Source: an optimization exercise on an open RTL-to-GDS flow (aim: small area). Production flows keep margins and buffers that such runs may drop.
For this run, only the layout was checked, not whether the RTL still works.
Power figures rest on the tool's default switching activity, not on a simulated workload.

[design/flow/config.mk]
export PLATFORM = sky130hd
export DESIGN_NAME = mbrtu_slave
export DESIGN_NICKNAME = mbrtu_slave
export VERILOG_FILES = /design/flow/design.v
export SDC_FILE = /design/flow/constraint.sdc
export NUM_CORES = 8
export LEC_CHECK = 0
export CAP_MARGIN = 20
export CORE_MARGIN = 2
export CORE_UTILIZATION = 25
export PLACE_DENSITY = 0.35
export SLEW_MARGIN = 20
[design/flow/constraint.sdc]
create_clock -name core_clock -period 10.0 [get_ports {clk}]
set_input_delay 2.0000 -clock core_clock [delete_from_list [all_inputs] [get_ports {clk}]]
set_output_delay 2.0000 -clock core_clock [all_outputs]
set_load 0.01 [all_outputs]
[design/flow/design.v]
module mbrtu_slave (
    input  wire        clk,
    input  wire        rst,
    input  wire [7:0]  cfg_unit,
    input  wire [15:0] di,
    input  wire        rx_valid,
    input  wire [7:0]  rx_data,
    input  wire        rx_eof,
    output reg         tx_valid,
    output wire [7:0]  tx_data,
    input  wire        tx_ready,
    output reg         tx_dir,
    output wire        busy
);
    localparam [7:0] FC_RAW = 8'h41;
    localparam [3:0] S_IDLE  = 4'd0,
                     S_CHK   = 4'd1,
                     S_CRC   = 4'd2,
                     S_DEC   = 4'd3,
                     S_BUILD = 4'd4,
                     S_TCRC  = 4'd5,
                     S_DIR   = 4'd6,
                     S_SEND  = 4'd7;
    reg [3:0] state;
    reg [7:0] rxbuf [0:255];
    reg [7:0] txbuf [0:255];
    reg [8:0] rx_len;
    reg       rx_ovf;
    reg [63:0] coils;
    reg [15:0] hr [0:31];
    reg [15:0] cnt_ok;       
    reg [15:0] cnt_crc;      
    reg [15:0] cnt_exc;      
    reg [15:0] cnt_drop;     
    reg [8:0]  ptr;
    reg [15:0] crc;
    reg [7:0]  fc;
    reg [15:0] reg_a;
    reg [15:0] qty;
    reg [7:0]  kmax;
    reg [7:0]  k;
    reg [8:0]  tx_len;
    reg [8:0]  sptr;
    assign busy    = (state != S_IDLE);
    assign tx_data = txbuf[sptr[7:0]];
    function [15:0] crc_byte;
        input [15:0] c_in;
        input [7:0]  b;
        integer i;
        reg [15:0] c;
        begin
            c = c_in ^ {8'h00, b};
            for (i = 0; i < 8; i = i + 1)
                c = c[0] ? ((c >> 1) ^ 16'hA001) : (c >> 1);
            crc_byte = c;
        end
    endfunction
    wire [7:0]  f_fc   = rxbuf[1];
    wire [15:0] f_reg  = {rxbuf[2], rxbuf[3]};
    wire [15:0] f_qty  = {rxbuf[4], rxbuf[5]};
    wire [7:0]  f_bc   = rxbuf[6];
    wire [7:0]  f_q8   = rxbuf[5];
    wire [16:0] f_end  = {1'b0, f_reg} + {1'b0, f_qty};
    wire [16:0] f_end8 = {1'b0, f_reg} + {9'd0, f_q8};
    wire [13:0] f_c8   = (f_qty + 16'd7) >> 3;
    wire [8:0]  f_fit  = 9'd9 + {1'b0, f_bc};
    reg [7:0] d_exc;
    always @* begin
        d_exc = 8'h00;
        case (f_fc)
            8'h01, 8'h02: begin
                if (f_qty < 16'd1 || f_qty > 16'd2000) d_exc = 8'h03;
                else if (f_end > ((f_fc == 8'h01) ? 17'd64 : 17'd16)) d_exc = 8'h02;
            end
            8'h03, 8'h04: begin
                if (f_qty < 16'd1 || f_qty > 16'd125) d_exc = 8'h03;
                else if (f_end > ((f_fc == 8'h03) ? 17'd32 : 17'd4)) d_exc = 8'h02;
            end
            8'h05: begin
                if (f_qty != 16'h0000 && f_qty != 16'hFF00) d_exc = 8'h03;
                else if (f_reg >= 16'd64) d_exc = 8'h02;
            end
            8'h06: begin
                if (f_reg >= 16'd32) d_exc = 8'h02;
            end
            8'h0F: begin
                if (f_qty < 16'd1 || f_qty > 16'd1968) d_exc = 8'h03;
                else if ({6'd0, f_bc} != f_c8) d_exc = 8'h03;
                else if (f_fit > rx_len) d_exc = 8'h03;
                else if (f_end > 17'd64) d_exc = 8'h02;
            end
            8'h10: begin
                if (f_qty < 16'd1 || f_qty > 16'd123) d_exc = 8'h03;
                else if ({8'd0, f_bc} != {f_qty[14:0], 1'b0}) d_exc = 8'h03;
                else if (f_fit > rx_len) d_exc = 8'h03;
                else if (f_end > 17'd32) d_exc = 8'h02;
            end
            FC_RAW: begin
                if (f_q8 < 8'd1 || f_q8 > 8'd123) d_exc = 8'h03;
                else if (f_end8 > 17'd64) d_exc = 8'h02;
            end
            default: d_exc = 8'h01;
        endcase
    end
    wire [15:0] k16     = {8'd0, k};
    wire [6:0]  bit_pos = reg_a[6:0] + {k[3:0], 3'b000};
    wire [7:0]  bit_rem = qty[7:0] - {k[4:0], 3'b000};
    wire [63:0] bit_src = (fc == 8'h01) ? coils : {48'd0, di};
    wire [63:0] bit_shf = bit_src >> bit_pos;
    reg  [7:0]  bit_byte;
    integer bi;
    always @* begin
        for (bi = 0; bi < 8; bi = bi + 1)
            bit_byte[bi] = (bi < bit_rem) ? bit_shf[bi] : 1'b0;
    end
    wire [15:0] rr_idx = reg_a + {9'd0, k[7:1]};
    reg  [15:0] rr_val;
    always @* begin
        if (fc == 8'h04) begin
            case (rr_idx[1:0])
                2'd0: rr_val = cnt_ok;
                2'd1: rr_val = cnt_crc;
                2'd2: rr_val = cnt_exc;
                default: rr_val = cnt_drop;
            endcase
        end else begin
            rr_val = hr[rr_idx[4:0]];
        end
    end
    wire [7:0] rr_byte = k[0] ? rr_val[7:0] : rr_val[15:8];
    wire [15:0] raw_a    = reg_a + k16;
    wire [15:0] raw_val  = hr[raw_a[5:1]];
    wire [7:0]  raw_byte = raw_a[0] ? raw_val[7:0] : raw_val[15:8];
    wire [7:0]  wc_byte = rxbuf[8'd7 + {3'd0, k[7:3]}];
    wire [7:0]  wr_hi   = rxbuf[8'd7 + {k[6:0], 1'b0}];
    wire [7:0]  wr_lo   = rxbuf[8'd8 + {k[6:0], 1'b0}];
    wire [15:0] wa      = reg_a + k16;
    wire [7:0] rx_at_ptr = rxbuf[ptr[7:0]];
    wire [7:0] tx_at_ptr = txbuf[ptr[7:0]];
    wire [8:0] rx_crc_lo = rx_len - 9'd2;
    wire [8:0] rx_crc_hi = rx_len - 9'd1;
    integer j;
    always @(posedge clk) begin
        if (rst) begin
            state    <= S_IDLE;
            rx_len   <= 9'd0;
            rx_ovf   <= 1'b0;
            tx_valid <= 1'b0;
            tx_dir   <= 1'b0;
            coils    <= 64'd0;
            for (j = 0; j < 32; j = j + 1) hr[j] <= 16'd0;
            cnt_ok   <= 16'd0;
            cnt_crc  <= 16'd0;
            cnt_exc  <= 16'd0;
            cnt_drop <= 16'd0;
            ptr      <= 9'd0;
            crc      <= 16'hFFFF;
            fc       <= 8'd0;
            reg_a    <= 16'd0;
            qty      <= 16'd0;
            kmax     <= 8'd0;
            k        <= 8'd0;
            tx_len   <= 9'd0;
            sptr     <= 9'd0;
        end else begin
            case (state)
                S_IDLE: begin
                    if (rx_valid) begin
                        if (rx_len[8]) rx_ovf <= 1'b1;
                        else begin
                            rxbuf[rx_len[7:0]] <= rx_data;
                            rx_len <= rx_len + 9'd1;
                        end
                    end else if (rx_eof) begin
                        state <= S_CHK;
                    end
                end
                S_CHK: begin
                    ptr <= 9'd0;
                    crc <= 16'hFFFF;
                    if (rx_ovf || rx_len < 9'd8 ||
                        (cfg_unit != 8'd0 && rxbuf[0] != cfg_unit)) begin
                        cnt_drop <= cnt_drop + 16'd1;
                        rx_len   <= 9'd0;
                        rx_ovf   <= 1'b0;
                        state    <= S_IDLE;
                    end else begin
                        state <= S_CRC;
                    end
                end
                S_CRC: begin
                    if (ptr == rx_crc_lo) begin
                        if (rxbuf[rx_crc_lo[7:0]] == crc[7:0] &&
                            rxbuf[rx_crc_hi[7:0]] == crc[15:8]) begin
                            cnt_ok <= cnt_ok + 16'd1;
                            state  <= S_DEC;
                        end else begin
                            cnt_crc <= cnt_crc + 16'd1;
                            rx_len  <= 9'd0;
                            state   <= S_IDLE;
                        end
                    end else begin
                        crc <= crc_byte(crc, rx_at_ptr);
                        ptr <= ptr + 9'd1;
                    end
                end
                S_DEC: begin
                    fc       <= f_fc;
                    reg_a    <= f_reg;
                    k        <= 8'd0;
                    ptr      <= 9'd0;
                    crc      <= 16'hFFFF;
                    txbuf[0] <= rxbuf[0];
                    if (d_exc != 8'h00) begin
                        txbuf[1] <= f_fc | 8'h80;
                        txbuf[2] <= d_exc;
                        tx_len   <= 9'd3;
                        cnt_exc  <= cnt_exc + 16'd1;
                        state    <= S_TCRC;
                    end else begin
                        txbuf[1] <= f_fc;
                        case (f_fc)
                            8'h01, 8'h02: begin
                                qty      <= f_qty;
                                kmax     <= f_c8[7:0];
                                txbuf[2] <= f_c8[7:0];
                                tx_len   <= 9'd3 + {1'b0, f_c8[7:0]};
                                state    <= S_BUILD;
                            end
                            8'h03, 8'h04: begin
                                qty      <= f_qty;
                                kmax     <= {f_qty[6:0], 1'b0};
                                txbuf[2] <= {f_qty[6:0], 1'b0};
                                tx_len   <= 9'd3 + {f_qty[7:0], 1'b0};
                                state    <= S_BUILD;
                            end
                            FC_RAW: begin
                                qty      <= {8'd0, f_q8};
                                kmax     <= f_q8;
                                tx_len   <= 9'd2 + {1'b0, f_q8};
                                state    <= S_BUILD;
                            end
                            default: begin
                                qty      <= f_qty;
                                kmax     <= f_qty[7:0];
                                txbuf[2] <= rxbuf[2];
                                txbuf[3] <= rxbuf[3];
                                txbuf[4] <= rxbuf[4];
                                txbuf[5] <= rxbuf[5];
                                tx_len   <= 9'd6;
                                if (f_fc == 8'h05) begin
                                    coils[f_reg[5:0]] <= (f_qty == 16'hFF00);
                                    state <= S_TCRC;
                                end else if (f_fc == 8'h06) begin
                                    hr[f_reg[4:0]] <= f_qty;
                                    state <= S_TCRC;
                                end else begin
                                    state <= S_BUILD;
                                end
                            end
                        endcase
                    end
                end
                S_BUILD: begin
                    case (fc)
                        8'h01, 8'h02: txbuf[8'd3 + k] <= bit_byte;
                        8'h03, 8'h04: txbuf[8'd3 + k] <= rr_byte;
                        FC_RAW:       txbuf[8'd2 + k] <= raw_byte;
                        8'h0F:        coils[wa[5:0]] <= wc_byte[k[2:0]];
                        default:      hr[wa[4:0]] <= {wr_hi, wr_lo};
                    endcase
                    k <= k + 8'd1;
                    if (k + 8'd1 == kmax) begin
                        ptr   <= 9'd0;
                        crc   <= 16'hFFFF;
                        state <= S_TCRC;
                    end
                end
                S_TCRC: begin
                    if (ptr == tx_len) begin
                        txbuf[tx_len[7:0]]        <= crc[7:0];
                        txbuf[tx_len[7:0] + 8'd1] <= crc[15:8];
                        tx_len <= tx_len + 9'd2;
                        sptr   <= 9'd0;
                        tx_dir <= 1'b1;
                        state  <= S_DIR;
                    end else begin
                        crc <= crc_byte(crc, tx_at_ptr);
                        ptr <= ptr + 9'd1;
                    end
                end
                S_DIR: begin
                    tx_valid <= 1'b1;
                    state    <= S_SEND;
                end
                S_SEND: begin
                    if (tx_ready) begin
                        if (sptr + 9'd1 == tx_len) begin
                            tx_valid <= 1'b0;
                            tx_dir   <= 1'b0;
                            rx_len   <= 9'd0;
                            state    <= S_IDLE;
                        end
                        sptr <= sptr + 9'd1;
                    end
                end
                default: state <= S_IDLE;
            endcase
        end
    end
endmodule
[design/flow/run.sh]
#!/bin/bash
# synth_recipe.tcl (not shown) runs the flow's synth.tcl, then flattens the netlist and writes it again
# the make line also repeats each setting of config.mk as NAME=value (left out here)
make -C /OpenROAD-flow-scripts/flow DESIGN_CONFIG=/design/flow/config.mk WORK_HOME=/design/flow/orfs CLKGATE_MAP_FILE= SYNTH_SCRIPT=/design/flow/synth_recipe.tcl finish
==> summary.md <==
| Metric | Value |
|---|---|
| Final period util | 0.8829 |
| Layout cell share with drive strength beyond 1 | 0.2858 |
| CTS resizes | 0 |
| Mapped Area | 298600 µm² |
| Area after DPL | about 320000 µm² |
| Hold path cells | 2 |
| CP arrival | 9.82 ns |
| Clock slew at reported path FFs | about 0.06 ns |
| Setup_tns | 0 ns |
| Post-synth top flop | edfxtp_1 |
| Max_cap viols | 0 |
| Mapped Avg Cell Area | about 13 µm² |
| Final Hold Viols | 0 |
| Post-synth EDFFs | ~4600 |
| R2r setup slk | about 1.2 ns |
| #FFs+latches synth | about 4800 |
| IO Pins | 48 |
| Crit path max fanout | 84 |
| CTS tree | yes |
| NumNets Final | roughly 22000 |
| Bufs on Longest Clock Path | 5 |
| CTS Root Cell | clkbuf_16 |
| GR Overflow Total | 0 |
| Remaining DRCs | 0 |
| Reg2Reg Depth | 18 |
| Overall power | 55.43 mW |
| Number of global-route vias before repair | around 220k |
| Req. time, crit path | between 10 and 15 ns |
| Fin area | roughly 340000 µm² |
| Fin crit period | about 8.8 ns |
| Die ar. | ~1200000 µm² |
| Worst Skew | approximately 0.14 ns |
| # rows | ~400 |
| DR vias | 229800 |
| WL final | 1635000 µm |
| F_max | around 110 MHz |
| Pins Over Slew Limit | 0 |
| DRT iter0 DRCs | roughly 35000 |
| Post-synthesis sequential area ratio | 0.4796 |
| IR drop worst, VDD | 0.1681 mV |
| Cts hold-fix bufs | 0 |
| Synth cell types | 102 |
| First-pass GRT wire length | about 2200000 µm |
| GR Util All Layers | 0.2629 |
| Finish-stage setup viols | 0 |
| Synthesized net count | around 22000 |
| Initial Util | 0.2506 |
| RSZ-0062 raised after global routing | no |
| Worst-Skew Late Latency | 1.22 ns |
| Startpoint Class | flip-flop |
| Relative slew margins | 0.08565 |
| Placer Congestion | between 0.9 and 1 |
| Vias per inst | around 6.0 |
| Hold_ws | roughly 0.47 ns |
| Pwr dens | about 160 nW/µm² |
| IO Port Bufs | 47 |
| Die H | approximately 1100 µm |
| CTS Buf Count | about 640 |
| Core area | around 1200000 µm² |
| Pin count of the biggest net entering global routing | ~160 |
| Static Leak | 101.4 nW |
| Area grow syn2layout | 14.86% |
| CTS sink count | ~4800 |
| DRT antenna net count | 0 |
| Worst Min Path Start | reg_a[6] |
| Hpwl dp | between 1000000 and 1500000 µm |
| Die X | roughly 1100 µm |
| Fill cell count | approximately 120k |
| Hold Path Sink | reg_a[6] |
| Hold WC Path Type | reg2reg |
| Post CTS Setup Buffer Count | 0 |
| Run status | finished clean |
| Critical path class | reg2reg |
| Worst Tran Pin Value | approximately 1.4 ns |
| Pre-Repair DR Iteration Count | 9 |
| FFs w/ async S/R, synth | 0 |
| R2R Path End | cnt_ok[15] |
| Syn Inst Count | between 20000 and 25000 |
| H-tree depth | 6 |
| Antenna violations before repair | ~210 |
| Worst r2r src | rx_len[1] |
| Ys Warns | 1 |
| WL/cell | 42.59 µm |
| Worst setup EP type | flip-flop |
==> power by group <==
part | internal, mW | switching (mW)
clock | 13.7 | 10.2
combinational | 2.97 | 6.17
sequential | 22.1 | 0.169
total | 38.8 | 16.6
==> routing by layer <==
metal / GRT usage / vias to the layer above / part of all wire
met3: 0.06692 / 2611 / 0.098
met4: 0.1168 / 58 / 0.052
met5: 0.0002769 / - / 0.00025
li1: - / 88770 / -
met2: 0.3960 / 15070 / 0.44
met1: 0.3569 / 123300 / 0.41
==> cells by family after synthesis <==
group	Yosys count	share of synthesized area
simple gates	5622	0.07815
flops	4849	0.4796
mux	4594	0.3073
compound gates	4503	0.08939
buf+inv	2442	0.03444
xor+xnor	253	0.007492
fa+ha+maj	83	0.003604
==> cells in the final DEF, fill, tap and decap left out, drive strengths merged, types with 101 or more instances in the layout <==
master,synthesis,routed
a211oi,127,127
a21oi,2438,2438
a22oi,259,259
buf,727,1153
clkbuf,1621,788
clkinv,9,257
dfxtp,241,241
diode,0,118
edfxtp,4608,4608
inv,85,114
mux2,103,103
mux2i,842,842
mux4,3649,3649
nand2,1489,1489
nand3,225,225
nor2,3182,3182
nor2b,119,119
nor3,146,146
o211ai,128,128
o21ai,582,582
o221ai,101,101
o22ai,226,226
xnor2,161,161
==> cell usage after synthesis, types with 45 or more instances <==
cell type	instances	area (µm²)
a211oi_1	127	953.4
a21oi_1	2437	12200
a221oi_1	65	569.3
a22o_1	91	797.0
a22oi_1	259	1944
a31oi_1	77	481.7
a32oi_1	54	473.0
and2_1	45	281.5
and3_1	86	538.0
buf_1	280	1051
buf_2	288	1441
buf_4	117	878.3
clkbuf_1	1619	6077
dfxtp_1	241	4825
edfxtp_1	4608	138400
ha_1	78	975.9
inv_1	81	304.0
mux2_2	103	1160
mux2i_1	842	8428
mux4_2	3649	82180
nand2_1	1485	5574
nand3_1	225	1126
nand4_1	96	600.6
nor2_1	3179	11930
nor2b_1	119	744.5
nor3_1	141	705.7
nor4_1	55	344.1
o211ai_1	128	960.9
o21ai_0	560	2803
o221ai_1	101	884.6
o22ai_1	226	1414
xnor2_1	161	1410
xor2_1	90	788.3
==> worst max-delay path: stages, from the launching register on <==
cell and delay, ns:
dfxtp_4 0.82, clkinv_2 0.24, ha_4 1.01, buf_12 0.53
mux4_2 0.41, o22ai_1 0.16, a211oi_1 0.07, o21ai_0 0.49
buf_4 0.34, o2111ai_1 0.23, a21oi_1 0.89, o21ai_0 0.30
a2111o_1 0.47, or4_1 0.47, nor4_4 0.48, buf_12 0.25
nand3_1 0.42, nor4_1 0.44, mux2_2 0.37
==> how the worst max path moves through the flow <==
| stage | start | to | slack [ns] | depth (start not counted) |
|---|---|---|---|---|
| floorplan | k[3] | coils[37] | 3.85 | 19 |
| global placement | rx_len[2] | cnt_ok[15] | 1.30 | 17 |
| detailed placement | rx_len[1] | cnt_ok[15] | 1.52 | 18 |
| CTS | rx_len[1] | cnt_ok[15] | 1.48 | 18 |
| global route | rx_len[1] | cnt_ok[15] | 1.06 | 18 |
| finish | rx_len[1] | cnt_ok[15] | 1.17 | 18 |
==> registers in the layout, summed over array words and instances, names as in the netlist, named ones only <==
| signal | count |
|---|---|
| reg_a | 7 |
| rx_ovf | 1 |
| txbuf | 2048 |
| hr | 512 |
| rx_len | 9 |
| cnt_ok | 16 |
| cnt_exc | 16 |
| rxbuf | 2048 |
| cnt_drop | 16 |
| fc | 8 |
| sptr | 9 |
| crc | 16 |
| tx_len | 9 |
| kmax | 8 |
| k | 8 |
| tx_dir | 1 |
| coils | 64 |
| state | 3 |
| ptr | 9 |
| tx_valid | 1 |
| qty | 8 |
| cnt_crc | 16 |
==> area by class of cell <==
cell class,count,area (µm²),area share
Multi-Input combinational cell,15060,147500,0.4301
Sequential cell,4849,143300,0.4178
Antenna cell,118,295.3,0.0008610
Inverter,94,381.6,0.001113
Timing Repair Buffer,1195,10740,0.03132
Clock buffer,785,16890,0.04924
Clock inverter,367,3951,0.01152
Tap cell,15920,19920,0.05807
==> metrics by stage <==
step	instances	utilization	setup WS (ns)
CTS	38260	0.2875	1.484
floorplan	22350	-	3.852
finish	38380	0.2878	1.171
global placement	37090	0.2695	1.299
detailed placement	37110	0.2700	1.522
global route	38290	0.2876	1.061

separate check: timing with driven ports:
Ports are ideal in the flow. The routed layout listed here was re-timed in OpenROAD. Step 1 (the two cells are an assumption about what drives the block):
set clk [get_ports {clk}]
set_driving_cell -lib_cell sky130_fd_sc_hd__clkbuf_16 $clk
set_driving_cell -lib_cell sky130_fd_sc_hd__buf_2 [delete_from_list [all_inputs] $clk]
Step 2, shift: input delay + t, output delay - t, t = (earliest + latest rising clock arrival at the registers) / 2. This alone moves slack from input paths to output paths. Slacks: no drivers / after step 1 / after step 2; pairs: no drivers / after step 1.
t (ns): 1.306
setup slack, ns: 1.171 / 1.171 / 1.171
hold WS [ns]: 0.470 / 0.470 / 0.470
clock arrival spread, ns: 0.143 / 0.142
worst register clock-pin slew, ns: 0.07 / 0.07
After both steps this run still meets setup and hold. The setup slack of this run moves by 0.000 ns with the drivers and by 0.000 ns with both steps.
